From an optimization exercise on the open Yosys and OpenROAD flow, aimed at small area, a short achievable clock period and few clock cycles; shortcuts taken in it are not production practice. Only simulation tests tie the RTL to the original design; equivalence was not proved. Power figures rest on the tool's default switching activity, not on a simulated workload.

### design/flow/design.v
module palidx4_engine (
    input  wire        clk,
    input  wire        rst,
    input  wire        start,
    input  wire [1:0]  op,
    input  wire [15:0] len,
    input  wire        transp_en,
    input  wire [31:0] transp_color,
    input  wire [31:0] start_index,
    input  wire        pix_valid,
    input  wire [31:0] pix_data,
    output wire        pix_ready,
    output reg         out_valid,
    output reg  [7:0]  out_byte,
    output wire        busy,
    output reg         done,
    output reg  [3:0]  err,
    output reg  [15:0] err_info,
    output wire [4:0]  pal_count
);
    localparam OP_BUILD  = 2'd0;
    localparam OP_MAP4   = 2'd1;
    localparam OP_PALSER = 2'd2;
    localparam OP_PACK16 = 2'd3;
    localparam S_IDLE   = 3'd0;
    localparam S_BUILD  = 3'd1;
    localparam S_MAP4   = 3'd2;
    localparam S_PALSER = 3'd3;
    localparam S_PACK16 = 3'd4;
    localparam ERR_NONE            = 4'd0;
    localparam ERR_PAL_OVERFLOW    = 4'd3;
    localparam ERR_COLOR_NOT_FOUND = 4'd4;
    localparam ERR_START_INDEX     = 4'd5;
    localparam PAL_MAX = 16;
    function [4:0] scale5;
        input [7:0] c;
        reg [15:0] p;
        begin
            p = c * 16'd31;
            scale5 = p / 16'd255;
        end
    endfunction
    function [15:0] to_packed16;
        input [31:0] w;
        begin
            to_packed16 = {1'b0, scale5(w[15:8]), scale5(w[23:16]), scale5(w[31:24])};
        end
    endfunction
    function [15:0] to_packed16a;
        input [31:0] w;
        begin
            to_packed16a = {(w[7:0] != 8'd0), scale5(w[15:8]), scale5(w[23:16]), scale5(w[31:24])};
        end
    endfunction
    reg [2:0]  state;
    reg [15:0] remaining;      
    reg [15:0] pix_idx;        
    reg [31:0] start_idx_q;
    reg [31:0] pal [0:PAL_MAX-1];
    reg [4:0]  cnt;
    reg        ovf_seen;
    reg [15:0] ovf_idx;
    reg        have_lo;
    reg [3:0]  lo_nib;
    reg        nf_seen;
    reg [15:0] nf_idx;
    reg        si_seen;
    reg [15:0] si_idx;
    reg [4:0]  ser_j;
    reg        ser_hi;
    reg        p16_hi;
    reg [7:0]  p16_byte;
    assign busy      = (state != S_IDLE);
    assign pal_count = cnt;
    assign pix_ready = ((state == S_BUILD) || (state == S_MAP4) ||
                        ((state == S_PACK16) && !p16_hi)) && (remaining != 16'd0);
    wire take = pix_valid && pix_ready;
    reg        hit;
    reg [3:0]  hit_idx;
    integer    k;
    always @(*) begin
        hit     = 1'b0;
        hit_idx = 4'd0;
        for (k = PAL_MAX - 1; k >= 0; k = k - 1) begin
            if ((k < cnt) && (pal[k] == pix_data)) begin
                hit     = 1'b1;
                hit_idx = k[3:0];
            end
        end
    end
    wire [32:0] sum       = {29'd0, hit_idx} + {1'b0, start_idx_q};
    wire        idx_high  = (start_idx_q != 32'd0) && (sum >= 33'd16);
    wire [15:0] ser_word  = to_packed16(pal[ser_j[3:0]]);
    wire [15:0] p16_word  = to_packed16a(pix_data);
    always @(posedge clk) begin
        if (rst) begin
            state     <= S_IDLE;
            cnt       <= 5'd0;
            done      <= 1'b0;
            out_valid <= 1'b0;
            out_byte  <= 8'd0;
            err       <= ERR_NONE;
            err_info  <= 16'd0;
            remaining <= 16'd0;
            pix_idx   <= 16'd0;
            p16_hi    <= 1'b0;
        end else begin
            done      <= 1'b0;
            out_valid <= 1'b0;
            case (state)
            S_IDLE: begin
                if (start) begin
                    remaining   <= len;
                    pix_idx     <= 16'd0;
                    start_idx_q <= start_index;
                    ovf_seen    <= 1'b0;
                    have_lo     <= 1'b0;
                    nf_seen     <= 1'b0;
                    si_seen     <= 1'b0;
                    ser_j       <= 5'd0;
                    ser_hi      <= 1'b0;
                    p16_hi      <= 1'b0;
                    case (op)
                    OP_BUILD: begin
                        state <= S_BUILD;
                        if (transp_en) begin
                            pal[0] <= transp_color;
                            cnt    <= 5'd1;
                        end else begin
                            cnt    <= 5'd0;
                        end
                    end
                    OP_MAP4:   state <= S_MAP4;
                    OP_PALSER: state <= S_PALSER;
                    default:   state <= S_PACK16;
                    endcase
                end
            end
            S_BUILD: begin
                if (remaining == 16'd0) begin
                    state    <= S_IDLE;
                    done     <= 1'b1;
                    err      <= ovf_seen ? ERR_PAL_OVERFLOW : ERR_NONE;
                    err_info <= ovf_seen ? ovf_idx : 16'd0;
                    if (ovf_seen)
                        cnt <= 5'd0;
                end else if (take) begin
                    remaining <= remaining - 16'd1;
                    pix_idx   <= pix_idx + 16'd1;
                    if (!ovf_seen && !hit) begin
                        if (cnt == PAL_MAX) begin
                            ovf_seen <= 1'b1;
                            ovf_idx  <= pix_idx;
                        end else begin
                            pal[cnt[3:0]] <= pix_data;
                            cnt           <= cnt + 5'd1;
                        end
                    end
                end
            end
            S_MAP4: begin
                if (remaining == 16'd0) begin
                    state    <= S_IDLE;
                    done     <= 1'b1;
                    err      <= nf_seen ? ERR_COLOR_NOT_FOUND :
                                si_seen ? ERR_START_INDEX : ERR_NONE;
                    err_info <= nf_seen ? nf_idx : si_seen ? si_idx : 16'd0;
                end else if (take) begin
                    remaining <= remaining - 16'd1;
                    pix_idx   <= pix_idx + 16'd1;
                    if (!hit && !nf_seen) begin
                        nf_seen <= 1'b1;
                        nf_idx  <= pix_idx;
                    end
                    if (hit && idx_high && !si_seen) begin
                        si_seen <= 1'b1;
                        si_idx  <= pix_idx;
                    end
                    if (!have_lo) begin
                        lo_nib  <= sum[3:0];
                        have_lo <= 1'b1;
                    end else begin
                        out_valid <= 1'b1;
                        out_byte  <= {sum[3:0], lo_nib};
                        have_lo   <= 1'b0;
                    end
                end
            end
            S_PALSER: begin
                if (ser_j == cnt) begin
                    state    <= S_IDLE;
                    done     <= 1'b1;
                    err      <= ERR_NONE;
                    err_info <= 16'd0;
                end else begin
                    out_valid <= 1'b1;
                    if (!ser_hi) begin
                        out_byte <= ser_word[7:0];
                        ser_hi   <= 1'b1;
                    end else begin
                        out_byte <= ser_word[15:8];
                        ser_hi   <= 1'b0;
                        ser_j    <= ser_j + 5'd1;
                    end
                end
            end
            S_PACK16: begin
                if (p16_hi) begin
                    out_valid <= 1'b1;
                    out_byte  <= p16_byte;
                    p16_hi    <= 1'b0;
                end else if (remaining == 16'd0) begin
                    state    <= S_IDLE;
                    done     <= 1'b1;
                    err      <= ERR_NONE;
                    err_info <= 16'd0;
                end else if (take) begin
                    remaining <= remaining - 16'd1;
                    out_valid <= 1'b1;
                    out_byte  <= p16_word[7:0];
                    p16_byte  <= p16_word[15:8];
                    p16_hi    <= 1'b1;
                end
            end
            default: state <= S_IDLE;
            endcase
        end
    end
endmodule
### design/flow/run.sh
#!/bin/bash
# synth_recipe.tcl (not shown) runs the flow's synth.tcl, then flattens the netlist and writes it again
# the make line also repeats each setting of config.mk as NAME=value (left out here)
make -C /OpenROAD-flow-scripts/flow DESIGN_CONFIG=/design/flow/config.mk WORK_HOME=/design/flow/orfs CLKGATE_MAP_FILE= SYNTH_SCRIPT=/design/flow/synth_recipe.tcl finish
### design/flow/config.mk
export PLATFORM = sky130hd
export DESIGN_NAME = palidx4_engine
export DESIGN_NICKNAME = palidx4_engine
export VERILOG_FILES = /design/flow/design.v
export SDC_FILE = /design/flow/constraint.sdc
export NUM_CORES = 4
export LEC_CHECK = 0
export CAP_MARGIN = 20
export CORE_MARGIN = 2
export CORE_UTILIZATION = 40
export SLEW_MARGIN = 20
### design/flow/constraint.sdc
create_clock -name core_clock -period 11.0 [get_ports {clk}]
set_input_delay 2.2000 -clock core_clock [delete_from_list [all_inputs] [get_ports {clk}]]
set_output_delay 2.2000 -clock core_clock [all_outputs]
set_load 0.01 [all_outputs]
==> run notes <==
CP max-delay cell clkdlybuf4s50_1; post-route ant nets 0; Worst Slack Setup Final 1.14 ns; prevailing post-synth register cell edfxtp_1; layout cells sized above 1 0.112; Reg2Reg Setup Slack about 1.3 ns; final RePlAce weighted congestion 1.04; synth top area cells edfxtp_1 (41%), xnor2_1 (6.4%), mux4_2 (5.9%); DIE AREA 116000 sq um; first-pass GRT wire length between 200000 and 250000 um; post-cts sizing count 0; chip width 341 um; Clk pin slew, worst setup/hold paths approximately 0.060 ns; hold path endpoint err[2]$_SDFFE_PP0P_; cts bufs inserted 75; r2r worst-path depth 30; Final Cycle Share 0.897; placed wire-length estimate roughly 120000 um; worst-case hold slack around 0.48 ns; I/O pin cnt 156; setup_tns 0 ns; fin area slightly above 50000 sq um; hold path start err[2]$_SDFFE_PP0P_; vias in the first global route 32.9k; Post-Syn Area around 45000 sq um; Post-synth EDFFs 614; Tmin final 9.86 ns; top-area cell type share of the netlist area 0.406; final cell count without fillers 5694; vias per cell 6.17; multi-input logic area 24400 sq um; Setup Viol. Count Final 0; height of the die 341 um; Pre-Repair DR Iteration Count 6; MaxCap Viol Count 0; routed wl met3 around 16000 um; Synth area leader edfxtp_1; placed inst area slightly below 50000 sq um; CP required 11.54 ns; Post-Syn Nets 4359; Netlist cell types 122; # rows approximately 120; detailed router's first-iteration violation count 4520; P&R area growth vs syn 13.1%; Clock Sink Count 688; min-delay worst type flop to flop; pre-CTS setup slack 0.703 ns; postcts setup bufs 0; Largest stage delay, worst path 0.90 ns; Cells after Synth 3987; effective utilization at floorplan 0.404; Worst Hold Depth 2; Root Buffer clkbuf_16; clk latency of the worst-skew pair 0.66 ns; Final Hold Fails 0; met2 routed WL 71700 um; unrepaired setup endpoints after global routing no; met1 wire length 64100 um; Slew HR 0.206; Leakage 17.7 nW; dpl cells ~5.6k; CTS H-tree depth 3; drt drc 0; clk_skew 0.0550 ns; storage element area 19900 sq um; status no timing/DRC/antenna violations; Max Slew Vio Count 0; Avg WL per Cell 28.4 um; total gr overflow 0; DR top layer met5; CP Class primary input to flop; #FFs+latches synth roughly 690; maximum vdd drop roughly 270 uV; Fill cells around 10k; WL final 161000 um; Async SR Flop Fraction 0; total track usage 0.271; routed via count 35.1k; core area 113000 sq um; synth warn 1; # port buffers 154; largest net degree at the start of global routing 54; clk buf depth 3; Seq/Total Area, Yosys 0.438; syn_area_per_cell around 11 sq um; Peak Freq 0.101 GHz; PwrDens 323 nW/um^2; CTS Hold Bufs 0; net count reported at finish 4506; crit-path max FO 11; CTS tree yes; antenna violations before repair 5; critical path endpoint category flop; R2R Path End out_byte[0]$_SDFFE_PP0P_; Arr. time, crit path 10.41 ns; startpoint class of the critical path primary input; Slew @ Worst Pin roughly 1.2 ns
sequential cells by signal, summed over array words and instances, names as in the netlist, 3 cells and up, named ones only:
name / flops
ser_j: 5
cnt: 5
err_info: 16
pal: 512
remaining: 16
si_idx: 16
pix_idx: 16
p16_byte: 8
lo_nib: 4
err: 3
start_idx_q: 32
state: 3
ovf_idx: 16
out_byte: 8
nf_idx: 16
worst max-delay path by stage:
| stage | start | endpoint | slack (ns) | depth (start not counted) |
|---|---|---|---|---|
| floorplan | flop | out_byte[0]$_SDFFE_PP0P_ | 1.27 | 35 |
| global placement | pix_data[25] | out_byte[1]$_SDFFE_PP0P_ | 0.88 | 27 |
| detailed placement | pix_data[25] | out_byte[1]$_SDFFE_PP0P_ | 0.70 | 27 |
| CTS | flop | out_byte[0]$_SDFFE_PP0P_ | 1.23 | 30 |
| global route | flop | out_byte[0]$_SDFFE_PP0P_ | 0.68 | 30 |
| finish | pix_data[25] | out_byte[1]$_SDFFE_PP0P_ | 1.14 | 27 |
cells in the mapped netlist (38+ instances only):
cell      count
a211oi_1     74
a21oi_1     152
a31oi_1      46
and3_1       38
clkbuf_1    153
dfxtp_1      74
edfxtp_1    614
fa_1        103
ha_1        150
inv_1       160
mux4_2      119
nand2_1     194
nand3_1      95
nand4_1     110
nor2_1      231
nor3_1      101
nor4_1       99
o21ai_0     139
xnor2_1     334
xor2_1      297
per-stage QoR:
| stage | total power, mW | util |
|---|---|---|
| 4_1_cts | 16.4 | 0.456 |
| 6_report | 16.6 | 0.457 |
| 3_5_place_dp | 13.9 | 0.435 |
| 5_1_grt | 17.9 | 0.456 |
| 2_1_floorplan | 11.5 | - |
| 3_3_place_gp | 13.8 | 0.435 |
layout by cell type (no fill, tap or decap), types with 77 or more instances in the layout:
cell	netlist	layout
edfxtp_1	614	614
xnor2_1	334	334
xor2_1	297	297
nor2_1	231	214
nand2_1	194	194
inv_1	160	160
a21oi_1	152	151
ha_1	150	150
clkdlybuf4s50_1	0	143
o21ai_0	139	126
mux4_2	119	119
nand4_1	110	110
fa_1	103	103
nor3_1	101	101
nor4_1	99	98
buf_4	1	96
nand3_1	95	94
clkbuf_16	0	77
final cells by class:
class,instances,area share
Timing Repair Buffer,251,0.0431
Inverter,161,0.0117
Multi-Input combinational cell,2957,0.475
Sequential cell,688,0.387
Antenna cell,4,0.000195
Tap cell,1500,0.0365
Clock buffer,98,0.0392
Clock inverter,35,0.00671
report_power, final:
group	switching [mW]	total, mW	internal [mW]
combinational	7.11	11.2	4.06
sequential	0.0513	2.95	2.89
clock	1.09	2.49	1.40
logic make-up (layout without fill, tap and decap cells):
| group | after synthesis | in the layout | synth area share |
|---|---|---|---|
| and+or+nand+nor | 1117 | 1117 | 0.131 |
| adders and majority gates | 259 | 259 | 0.0880 |
| other | 1 | 5 | 0.0000825 |
| AOI/OAI and AO/OA | 775 | 775 | 0.120 |
| buffers and inverters | 342 | 545 | 0.0288 |
| xor gates and xnor gates | 634 | 634 | 0.123 |
| muxes | 171 | 171 | 0.0712 |
| DFF | 688 | 688 | 0.438 |
metal layers:
metal,GRT usage,vias up
met5,0,-
met3,0.0585,374
met4,0.134,2
met1,0.363,17400
li1,-,15400
met2,0.416,1945
worst max-delay path: cells and delay by family:
kind	cells	cell delay (ns)
fa+ha+maj	5	2.22
simple gates	7	2.26
buf+inv	4	1.10
compound gates	9	2.14
xor+xnor	2	0.47
Testbench counts, summed over its fixed seeds: cycles 29,730.

## what the ideal ports hide
In the flow no input, the clock included, has a driving cell. The finished layout below was timed again as built, in two steps.
Step 1, drivers: a clkbuf_16 drives clk and a buf_2 each remaining input, both assumed.
Step 2, shift: input delay + t, output delay - t, t = (earliest + latest rising clock arrival at the registers) / 2. This alone moves slack from input paths to output paths.
a / b / c = no drivers / after step 1 / after step 2; a / b = the first two.
t (ns): 0.697
setup WS [ns]: 1.138 / 1.182 / 0.486
worst data-port slew with drivers (ns): 0.12
After both steps this run still meets setup and hold. The setup slack of this run moves by +0.044 ns with the drivers and by -0.652 ns with both steps.
